From an optimization exercise on the open Yosys and OpenROAD flow, aimed at small area, a short achievable clock period and few clock cycles; shortcuts taken in it are not production practice. The RTL was checked by simulation tests, not by an equivalence proof against the original design. Power is estimated from default activity; no workload was simulated.

==> trial 6: inputs <==
Design setun_core, start of the top module:
module setun_core (
    input             clk,
    input             rst,
    input             start,
    input      [15:0] fuel,
    output reg        done,
    output reg [2:0]  status,
    output     [9:0]  reg_c,
    output     [9:0]  reg_f,
    output     [1:0]  reg_w,
    output     [35:0] reg_s,
    output     [35:0] reg_r,
    output reg        fram_en,
    output reg        fram_we,
    output reg        fram_page,
    output reg [6:0]  fram_row,
    output reg [17:0] fram_wdata,
    input      [17:0] fram_rdata,
    output reg        drum_en,
    output reg        drum_we,
    output reg [5:0]  drum_zone,
    output reg [5:0]  drum_row,
    output reg [17:0] drum_wdata,
    input      [17:0] drum_rdata
);
    localparam [1:0] TZ = 2'b00, TP = 2'b01, TN = 2'b11;
    localparam [2:0] ST_NONE = 3'd0, ST_DONE = 3'd1, ST_OVER = 3'd2, ST_ERROR = 3'd3,
                     ST_REFUSED = 3'd4, ST_FUEL = 3'd5;
    localparam [5:0] OP_LDS = {TP, TZ, TZ}, OP_ADD = {TP, TZ, TP}, OP_SUB = {TP, TZ, TN},
                     OP_XOR = {TP, TN, TZ}, OP_LDR = {TP, TN, TP}, OP_HLT = {TP, TN, TN},
                     OP_MUL = {TP, TP, TZ}, OP_MULA = {TP, TP, TP}, OP_MULB = {TP, TP, TN},
                     OP_BZ  = {TZ, TP, TZ}, OP_BP = {TZ, TP, TP}, OP_BN = {TZ, TP, TN},
  ...
clock: 55.0 ns
lec_check: 0
abc_area: 1
cap_margin: 20
core_margin: 2
core_utilization: 50
cts_buf_list: sky130_fd_sc_hd__clkbuf_16
cts_cluster_diameter: 90
cts_cluster_size: 20
place_density: 0.7
slew_margin: 20
standard.sh (not shown) runs the stock make flow with config.mk's settings and CLKGATE_MAP_FILE= SYNTH_SCRIPT=/design/flow/synth_recipe.tcl, a recipe that flattens the netlist after the stock synthesis.
==> flow/flow/run.sh <==
#!/bin/bash
# The standard layout, with plain buffers (buf_2) on the ports instead of the
# default delay-cell port buffers.
set -euo pipefail
bash standard.sh "BUFFER_PORTS_ARGS=-buffer_cell sky130_fd_sc_hd__buf_2" finish > standard.log 2>&1
==> trial 50: changes against trial 6 <==
--- a/flow/design.v
+++ b/flow/design.v
@@ -210,18 +210,16 @@
     reg [5:0]  op;            
     reg [9:0]  ea;            
     reg        m_long;        
     reg        taken;         
     reg        use_ea;        
     reg        fa_neg;        
     reg        bt_v;
     reg [9:0]  bt_tag;
-    reg [6:0]  bt_row;
-    reg        bt_pg;
     reg [17:0] bt_word;
     reg        bhit;          
     reg        bfill;         
     reg        ex;            
     reg [35:0] m_reg;         
     reg [35:0] acc;           
     reg [5:0]  cnt;           
     reg        last;          
@@ -445,24 +443,20 @@
         end else begin
             if (state[S_IDLE]) begin
                 if (start) begin
                     fuel_left <= fuel;
                     fuel_zero <= (fuel == 16'd0);
                     go(S_FETCH);
                 end
             end
-            if (fram_en && fram_we && fram_row == bt_row && fram_page == bt_pg) bt_v <= 1'b0;
+            if (fram_en && fram_we) bt_v <= 1'b0;
             if (state[S_FETCH] && !bhit) begin
                 bfill <= taken;
-                if (taken) begin
-                    pc     <= ea;
-                    bt_row <= fram_row;
-                    bt_pg  <= fram_page;
-                end
+                if (taken) pc <= ea;
                 taken  <= 1'b0;
                 use_ea <= 1'b0;
                 if (fetch_ok) go(S_DEC);
                 else if (ex) go(S_EXEC);
                 else if (fuel_zero) stop(ST_FUEL);
                 else stop(ST_REFUSED);
             end
             if (state[S_EXEC] || state[S_DEC] || (state[S_FETCH] && bhit)) begin
==> notes.md <==
- Wire length: trial 50 is lower than trial 6 (3.3%).
- In trial 50 the synthesized cell count is lower than in trial 6, by about 1.6%.
- Of trial 50 and trial 6, trial 6 has the higher worst setup slack (gap 24 ps).
- In fmax, trial 50 and trial 6 hardly differ.
==> figures <==
item                                                               trial 50     trial 6
Status                                             timing/DRC/antenna clean  timing/DRC/antenna clean
Core region area                                                 48,950 um2  50,170 um2
Post-route minimum period                                         15,080 ps   15,050 ps
Clk slew on worst S/H paths                                           90 ps      100 ps
Buffers, non-clock                                                      251         253
Number of standard cells in the layout, taps in and fillers out       4,724       4,798
Synth unique cells                                                       69          70
Total number of sequential cells                                        278         286
Tapcell Cnt                                                             664         672
Clock Sinks                                                             278         286
Testbench counts of trial 6, summed over its fixed seeds: cycles 245,500.
Testbench counts of trial 50, summed over its fixed seeds: cycles 249,007.

* * *

==> run a: inputs <==
Another version of the RTL of setun_core (not shown whole).
Settings: LEC_CHECK=0, ABC_AREA=1, CAP_MARGIN=20, CORE_MARGIN=2, CORE_UTILIZATION=40, PLACE_DENSITY=0.6, SLEW_MARGIN=20; clock period 55.0 ns.
Scripts as last shown in full above: flow/flow/run.sh
==> inputs of run b, as changes to run a <==
--- a/flow/design.v
+++ b/flow/design.v
@@ -238,15 +238,21 @@
     wire is_shf  = (op == OP_SHF);
     wire is_f2d  = (op == OP_F2D);
     wire is_st   = (op == OP_STC) || (op == OP_STF) || (op == OP_STS) || (op == OP_NRM);
     wire is_err  = (op[5:2] == {TN, TN});      
     wire        in_mul = state[S_MUL];
-    wire        a_s    = (op == OP_ADD) || (op == OP_SUB) || (op == OP_XOR);
-    wire [35:0] add_a  = a_s ? s_reg : {acc[35:18], in_mul ? acc[17:0] : 18'd0};
+    wire        m_skip = (r_reg[1:0] == TZ) && (cnt != 6'd1);
+    wire [1:0]  mt     = m_skip ? r_reg[3:2] : r_reg[1:0];
+    wire [35:0] acc_in = m_skip ? {2'b00, acc[35:2]} : acc;
+    wire        a_s    = (op == OP_ADD) || (op == OP_SUB) || (op == OP_XOR) ||
+                         (op == OP_SHF) || (op == OP_STS);
+    wire [35:0] add_a  = a_s ? s_reg : in_mul ? acc_in :
+                         {(op == OP_LDS) ? 18'd0 : acc[35:18], 18'd0};
     wire        y_s    = in_mul ? is_mulb : is_mula;
     wire [35:0] add_y  = y_s ? s_reg : m_reg;
-    wire [1:0]  add_t  = in_mul ? r_reg[1:0] : (op == OP_SUB) ? TN : is_mul ? TZ : TP;
+    wire [1:0]  add_t  = in_mul ? mt : (op == OP_SUB) ? TN :
+                         (is_mul || op == OP_SHF || op == OP_STS) ? TZ : TP;
     wire [35:0] add_b  = (add_t == TP) ? add_y : (add_t == TN) ? wneg18(add_y) : 36'd0;
     wire [35:0] add_sum, xor_res;
     wire [1:0]  add_co;
     sc_tadd #(.N(18)) u_add (.a(add_a), .b(add_b), .ci(TZ), .s(add_sum), .co(add_co), .xr(xor_res));
     wire add_ovf = (add_co != TZ);
@@ -257,21 +263,20 @@
     reg [35:0] e_s;
     reg [9:0]  e_f;
     reg [1:0]  e_w;
     reg        e_stop;
     reg [2:0]  e_status;
-    wire [35:0] sg_src = (op == OP_LDS) ? m_reg : (op == OP_XOR) ? xor_res :
-                         (op == OP_SHF || op == OP_STS) ? s_reg : add_sum;
+    wire [35:0] sg_src = (op == OP_XOR) ? xor_res : add_sum;
     wire [1:0]  sg18   = wsgn18(sg_src);
     wire [9:0]  e_fv   = (op == OP_LDF) ? m5 : fa_sum;
     wire [1:0]  sg5    = wsgn5(op == OP_STF ? f_reg : e_fv);
     always @(*) begin
         e_sw = 1'b0; e_rw = 1'b0; e_fw = 1'b0; e_ww = 1'b0;
         e_s = add_sum; e_f = e_fv; e_w = sg18;
         e_stop = 1'b0; e_status = ST_OVER;
         case (op)
-            OP_LDS: begin e_sw = 1'b1; e_s = m_reg; e_ww = 1'b1; end
+            OP_LDS: begin e_sw = 1'b1; e_ww = 1'b1; end
             OP_ADD, OP_SUB, OP_MULA, OP_MULB: begin
                 e_sw = 1'b1;
                 if (add_ovf) e_stop = 1'b1;
                 else e_ww = 1'b1;
             end
@@ -329,11 +334,12 @@
     wire       x_rd = (cnt <= 6'd53);      
     wire       x_wr = (cnt >= 6'd2);       
     wire       x_fstep = is_f2d ? x_rd : x_wr;
     wire       x_dstep = is_f2d ? x_wr : x_rd;
     wire fetch_req = state[S_FETCH] || (state[S_RECV] && !is_mulx && !is_shf) ||
-                     ((state[S_MUL] || state[S_SHF]) && last) ||
+                     (state[S_MUL] && (cnt == 6'd1 || (cnt == 6'd2 && r_reg[1:0] == TZ))) ||
+                     (state[S_SHF] && last) ||
                      (state[S_XFER] && last && is_f2d);
     wire fetch_ok  = !fuel_zero && !fa_neg;
     wire fetch_go  = fetch_req && fetch_ok;
     always @(*) begin
         fram_en    = fetch_go;
@@ -396,11 +402,11 @@
     endtask
     task store_done;
         begin
             case (op)
                 OP_STF: w_reg <= wsgn5(f_reg);
-                OP_STS: w_reg <= wsgn18(s_reg);
+                OP_STS: w_reg <= sg18;
                 OP_NRM: begin
                     s_reg <= nrm_n;
                     w_reg <= npos ? TP : (sc == 8'd0 ? TZ : TN);
                 end
                 default: begin end
@@ -448,16 +454,11 @@
                     if (e_rw) r_reg <= m_reg;
                     if (e_fw) f_reg <= e_f;
                     if (e_ww) w_reg <= e_w;
                 end
                 ex <= 1'b0;
-                if (ex && e_stop) begin
-                    pc <= cex;
-                    stop(e_status);
-                end else if (state[S_EXEC]) begin
-                    go(S_FETCH);
-                end else begin
+                if (state[S_DEC]) begin
                     op     <= kop;
                     ea     <= k_ea;
                     m_long <= (k_ea[1:0] == TN);
                     taken  <= k_taken;
                     fa_neg <= k_taken && (k_ea[1:0] == TN);
@@ -467,15 +468,20 @@
                     acc[7:0] <= 8'd0;
                     npos   <= 1'b0;
                     fuel_left <= fuel_left - 16'd1;
                     fuel_zero <= (fuel_left == 16'd1);
                     use_ea <= k_taken || !(k_br || k_xf || k_nrm);
-                    if (k_br) go(S_FETCH);
-                    else if (k_xf) go(S_XF0);
-                    else if (k_nrm) go(S_NRM);
-                    else go(S_OP1);
                 end
+                if (ex && e_stop) begin
+                    pc <= cex;
+                    stop(e_status);
+                end else if (state[S_EXEC]) begin
+                    go(S_FETCH);
+                end else if (k_br) go(S_FETCH);
+                else if (k_xf) go(S_XF0);
+                else if (k_nrm) go(S_NRM);
+                else go(S_OP1);
             end
             if (state[S_NRM]) begin
                 if (refuse) begin
                     pc <= cex;
                     stop(ST_REFUSED);
@@ -538,15 +544,19 @@
                 end else begin
                     after_fetch();
                 end
             end
             if (state[S_MUL]) begin
-                acc   <= {add_co, add_sum[35:2]};    
-                r_reg <= {r_reg[1:0], r_reg[35:2]};
-                cnt   <= cnt - 6'd1;
-                last  <= (cnt == 6'd2);
-                if (last) after_fetch();
+                acc <= {add_co, add_sum[35:2]};    
+                if (m_skip) begin
+                    r_reg <= {r_reg[3:0], r_reg[35:4]};
+                    cnt   <= cnt - 6'd2;
+                end else begin
+                    r_reg <= {r_reg[1:0], r_reg[35:2]};
+                    cnt   <= cnt - 6'd1;
+                end
+                if (cnt == 6'd1 || (cnt == 6'd2 && m_skip)) after_fetch();
             end
             if (state[S_SHF0]) begin
                 acc[7:0] <= mraw[7:0];
                 last     <= (mraw[7:2] == 6'd0);
                 if (shf_big || mraw[7:0] == 8'd0) begin
- CORE_UTILIZATION: 40 -> 50
- CTS_BUF_LIST: unset -> sky130_fd_sc_hd__clkbuf_16
- CTS_CLUSTER_DIAMETER: unset -> 90
- CTS_CLUSTER_SIZE: unset -> 20
- PLACE_DENSITY: 0.6 -> 0.7
==> out/metrics.yaml <==
finish:
  multi_input_area_um2: 14200
  multi_input_cells: 2793
  final_cell_mix: "nand2_1, inv_1, o21ai_0"
pwr:
  p_comb_frac: 0.533
  power.internal_uw: 468.2
  p_sw_uw: 487.9
logic_synthesis:
  synth_mux_area_frac: 0
  syn_nets: 3862
global_route:
  grt_max_degree: 75
timing:
  post-route-period-util: 0.2717
floorplanning:
  dieArea_um2: 48090
status:
  status: "finished clean"
# the run above: run b

==> out/metrics.yaml <==
pwr:
  p_sw_uw: 166.9
  power.internal_uw: 358.3
  p_comb_frac: 0.175
logic_synthesis:
  syn_nets: 3988
  ys_seq_area_frac: 0.2514
  postSynthCellCount: 3913
  synth_mux_area_frac: 0.0004136
placement:
  dpl.cell_count: 4770
  gp_congestion: 1.027
finish:
  multi_input_cells: 2934
  final_cell_mix: "nand2_1, inv_1, o21ai_0"
  multi_input_area_um2: 15160
timing:
  setup_slack_ns: 40.10
  post-route-period-util: 0.2709
global_route:
  grtUsageMet3: 0.09241
  grt_max_degree: 73
  grt_pass1_wl_um: 170200
drt:
  wl_met2_um: 49880
status:
  status: "finished clean"
floorplanning:
  dieArea_um2: 62490
hold_path:
  hold_path_class: "flop to flop"
# the run above: run a

Testbench counts of run a, summed over its fixed seeds: cycles 281,867.
Testbench counts of run b, summed over its fixed seeds: cycles 270,808.

-- static timing again, ports no longer ideal --
In the flow no input, the clock included, has a driving cell. The finished layouts below were timed again as built, in two steps. Step 1: set_driving_cell puts a clkbuf_16 on clk and a buf_2 on each other input, an assumption about the parent block. Step 2 adds t to the input delays and takes it off the output delays; t is the mean of the earliest and latest rising clock arrival at the registers after step 1. Input paths then give back, and output paths get back, about the clock's delay inside the block. Slacks: no drivers / after step 1 / after step 2; pairs: no drivers / after step 1.
| run | t (ns) | setup WS [ns] | worst setup path at the end | worst slew at a driven data input, ns |
|---|---|---|---|---|
| trial 6 | 0.639 | 39.946 / 39.886 / 39.998 | input to register | 0.05 |
| trial 50 | 0.635 | 39.922 / 39.862 / 40.037 | input to register | 0.05 |
| run a | 0.615 | 40.101 / 40.038 / 40.653 | register to output | 0.05 |
| run b | 0.616 | 40.055 / 39.996 / 40.612 | register to output | 0.05 |
After both steps setup and hold are still met in every run listed.
